What follows belongs to an exercise in optimizing a design on an open flow for small area, a short achievable clock period and few clock cycles; a production flow would make more cautious choices. At most, simulation tests tie the RTL to the original design; equivalence was not proved. Power figures rest on the tool's default switching activity, not on a simulated workload.

## north
==> flow/design.v (excerpt) <==
module mte_top (
    input  wire        clk,
    input  wire        rst,         
    input  wire        tick_en,     
    input  wire        clk_rdy,     
    input  wire        req_valid,
    output wire        req_ready,
    input  wire [47:0] req_word,
    output reg         rsp_valid,
    output reg  [2:0]  rsp_code,
    output reg  [31:0] rsp_data
);
    localparam [2:0] R_OK    = 3'd0, R_CFG  = 3'd1, R_HWI   = 3'd2, R_NOTI = 3'd3,
                     R_INTEG = 3'd4, R_BUS  = 3'd5, R_PROTO = 3'd6;
    localparam [2:0] E_IDLE = 3'd0, E_LO2 = 3'd1, E_LO3 = 3'd2, E_LO4 = 3'd3,
                     E_WD2  = 3'd4, E_WD3 = 3'd5, E_WD4 = 3'd6, E_SL1 = 3'd7;
    function [14:0] div8;
        input [6:0] r;
        input [7:0] x;
        reg   [7:0] a;
        reg   [9:0] s1;
        reg   [2:0] a2;
        reg   [7:0] s2;
        reg         c;
        reg   [7:0] q;
        reg   [6:0] m;
        begin
  ...
Size: ~2300 cells after synthesis.
export LEC_CHECK = 0
export CAP_MARGIN = 20
export CORE_MARGIN = 2
export CORE_UTILIZATION = 70
export CTS_CLUSTER_DIAMETER = 60
export CTS_CLUSTER_SIZE = 22
export SLEW_MARGIN = 20
create_clock -name core_clock -period 55.0 [get_ports {clk}]
standard.sh (not shown) runs the stock make flow with config.mk's settings and CLKGATE_MAP_FILE= SYNTH_SCRIPT=/design/flow/synth_recipe.tcl, a recipe that flattens the netlist after the stock synthesis.
==> flow/flow/run.sh <==
#!/bin/bash
# The standard layout (standard.sh: the standard synthesis and ORFS steps),
# with one change: the buffer that buffer_ports puts on every input and output
# port is sky130_fd_sc_hd__buf_2 instead of the one it picks by default.
# make's full output goes to flow_make.log here; ORFS keeps each step's log
# under orfs/logs/.
set -euo pipefail
bash standard.sh 'BUFFER_PORTS_ARGS=-buffer_cell sky130_fd_sc_hd__buf_2' finish > flow_make.log 2>&1
In summary, north completed successfully, with a layout that passed the timing, design-rule and antenna checks.
Testbench counts of north, summed over its fixed seeds: cycles 12,534.
Relative to north, the following input files were edited for south:
- changing CORE_UTILIZATION from 70 to 40
- removing CTS_CLUSTER_SIZE (formerly 22)
- removing CTS_CLUSTER_DIAMETER (formerly 60)
Results
Part of the total power dissipated in the clock network: south vs north up 6.2 points
Re post-route minimum period: south is 0.34 ns up on north.
In south, clock-pin slew of the registers on the worst-case setup and hold paths is lower than in north.
On power: south sits above north.
Relative to north, south degrades design area.
south has ratio of cells with drive above 1 in the final layout above what north had.
Input-level comparison between east and south:
- CTS_CLUSTER_DIAMETER now 60, previously not set
- CTS_CLUSTER_SIZE now 22, previously not set
Findings:
The first-pass GRT wire length of east is lower than that of south.
east — combinational group share of total power 1.6 points higher, south as reference
Of east and south, south shows the higher utilization after layout, with east below it.
Overall global routing resource usage ended up 0.18 points lower on east than on south.
Cell internal power dissipation shrinks by a little under 10% when moving from south to east.
When east is measured against south, its time the final worst path needs with I/O delays and setup turns out 0.0090 ns higher.
east against south: cell area shows a reduction of 380 sq um; share of cells above drive strength 1 saw a decrease.
For east, the highest metal layer with signal wires was met5, unlike south, where it was met4.
Taking south as the reference point, the power consumed by the clock network of east falls by about 15%.
south -> east: buffer share of cell area flat
Compared to south, east shows a narrower setup margin.

* * *

mte_top, a different RTL version from the one above (not shown whole).
Size in the first run: ~2400 cells after synthesis, ~430 flip-flops, roughly 0.024 mm2 of cells after synthesis.
make LEC_CHECK=0 CAP_MARGIN=20 CORE_MARGIN=2 CORE_UTILIZATION=40 SLEW_MARGIN=20 finish   # period 55.0 ns
run.sh (not shown) runs the stock make flow with config.mk's settings and CLKGATE_MAP_FILE= SYNTH_SCRIPT=/design/flow/synth_recipe.tcl, a recipe that flattens the netlist after the stock synthesis.
Stock flow here: none of the scripts above is used.
Then changed:
==> flow/flow/run.sh (new file) <==
#!/bin/bash
# The standard layout (standard.sh: the standard synthesis and ORFS steps),
# with one change: the buffer that buffer_ports puts on every input and output
# port is sky130_fd_sc_hd__buf_4 instead of the one it picks by default.
# make's full output goes to flow_make.log here; ORFS keeps each step's log
# under orfs/logs/.
set -euo pipefail
bash standard.sh 'BUFFER_PORTS_ARGS=-buffer_cell sky130_fd_sc_hd__buf_4' finish > flow_make.log 2>&1
==> flow/standard.sh (new file) <==
#!/bin/bash
# synth_recipe.tcl (not shown) runs the flow's synth.tcl, then flattens the netlist and writes it again
# the make line also repeats each setting of config.mk as NAME=value (left out here)
make -C /OpenROAD-flow-scripts/flow DESIGN_CONFIG=/design/flow/config.mk WORK_HOME=/design/flow/orfs CLKGATE_MAP_FILE= SYNTH_SCRIPT=/design/flow/synth_recipe.tcl "${@:-finish}"
removed: flow/run.sh
- The new run ran to the end with no violations
- setup slack improves by 400 ps
- design area decreases slightly
- area after synthesis is unchanged
- core utilization drops by 0.59 points
- via count is higher slightly
- maximum frequency rose by a few percent
- clock power fell by a few percent
- sequential share of layout area is higher by 0.51 points
- die area does not change
Function was not checked in any run of this note: the RTL went through the layout flow alone.

* * *

== run A ==
Another version of the RTL of mte_top (not shown whole).
For scale: roughly 90 I/O pins, ~0.025 sq mm of cells after synthesis.
Settings: LEC_CHECK=0, CAP_MARGIN=20, CORE_MARGIN=2, CORE_UTILIZATION=40, CTS_BUF_LIST=sky130_fd_sc_hd__clkbuf_4, SLEW_MARGIN=20; clock period 55.0 ns.
Stock flow here: none of the scripts above is used.
### run A -> run B
Settings: a deleted CTS_BUF_LIST that had been sky130_fd_sc_hd__clkbuf_4.
--- outcome ---
- The count of clock-buffer cells in the layout of run B falls short of that of run A by 107.
- Per the comparison of run B with run A, number of detailed-route iterations in the first pass increased by 1 relative to the old numbers; cell count shows a reduction of 126.
- Initial antenna violation count delta for run B relative to run A: 1 lower
- The core of run B is more densely filled than that of run A.
- The hold slack in run B was higher than what run A gave.
- Any difference in portion of the layout cell area used by non-clock buffers between run A and run B is small enough to ignore.
The following lists how run C was set up differently from run B:
Settings: CTS_BUF_LIST now sky130_fd_sc_hd__clkbuf_4, previously not set.
==> flow/flow/run.sh (new file) <==
#!/bin/bash
# The standard layout (standard.sh: the standard synthesis and ORFS steps),
# with one change: the buffer that buffer_ports puts on every input and output
# port is sky130_fd_sc_hd__buf_2 instead of the one it picks by default.
# make's full output goes to flow_make.log here; ORFS keeps each step's log
# under orfs/logs/.
set -euo pipefail
bash standard.sh 'BUFFER_PORTS_ARGS=-buffer_cell sky130_fd_sc_hd__buf_2' finish > flow_make.log 2>&1
==> flow/standard.sh (new file) <==
#!/bin/bash
# synth_recipe.tcl (not shown) runs the flow's synth.tcl, then flattens the netlist and writes it again
# the make line also repeats each setting of config.mk as NAME=value (left out here)
make -C /OpenROAD-flow-scripts/flow DESIGN_CONFIG=/design/flow/config.mk WORK_HOME=/design/flow/orfs CLKGATE_MAP_FILE= SYNTH_SCRIPT=/design/flow/synth_recipe.tcl "${@:-finish}"
removed: flow/run.sh
--- outcome ---
[compare] base=run B new=run C: routing usage on met2 ~0 delta, tightest hold margin fell 0.0068 ns, overall global routing resource usage has increased, clock share of power saw a decrease, layout-stage area growth over the synthesis result shrank by 2.6 points. Re logic gate share of total power: run B was lower than run C. Critical-path maximum fanout came out exactly the same in run B and run C. Changes observed in run C relative to run B: buffer depth of the longest clock path stayed essentially flat, met1 routed wirelength after detailed routing down about 0.6%, post-layout worst setup margin rose 0.11 ns.
Function was not checked in any run of this note: the RTL went through the layout flow alone.

[port drivers added, routing unchanged]
No port has a modelled driver above. Below, the same layouts with a new extraction and two added sets of constraints.
Step 1, drivers: a clkbuf_16 drives clk and a buf_2 each remaining input, both assumed.
Step 2, shift: input delay + t, output delay - t, t = (earliest + latest rising clock arrival at the registers) / 2. This alone moves slack from input paths to output paths.
Slacks: ideal ports / drivers / drivers and shift; pairs: ideal ports / drivers.
| run | t (ns) | setup slack, ns | slew at the worst register clock pin (ns) |
|---|---|---|---|
| north | 0.585 | 42.964 / 42.909 / 42.539 | 0.09 / 0.09 |
| south | 0.656 | 42.619 / 42.556 / 42.601 | 0.07 / 0.07 |
| east | 0.655 | 42.610 / 42.547 / 42.608 | 0.09 / 0.09 |
| the first run of note 2 | 0.666 | 42.487 / 42.423 / 42.231 | 0.07 / 0.07 |
| the second run of note 2 | 0.684 | 42.887 / 42.821 / 42.495 | 0.06 / 0.06 |
| run A | 0.937 | 42.190 / 42.134 / 42.244 | 0.08 / 0.08 |
| run B | 0.662 | 42.501 / 42.444 / 42.207 | 0.06 / 0.06 |
| run C | 0.920 | 42.615 / 42.560 / 42.624 | 0.07 / 0.07 |
After both steps every run listed still meets setup and hold. For north, which loses most, drivers alone change the setup slack by -0.055 ns; drivers and shift together by -0.425 ns.
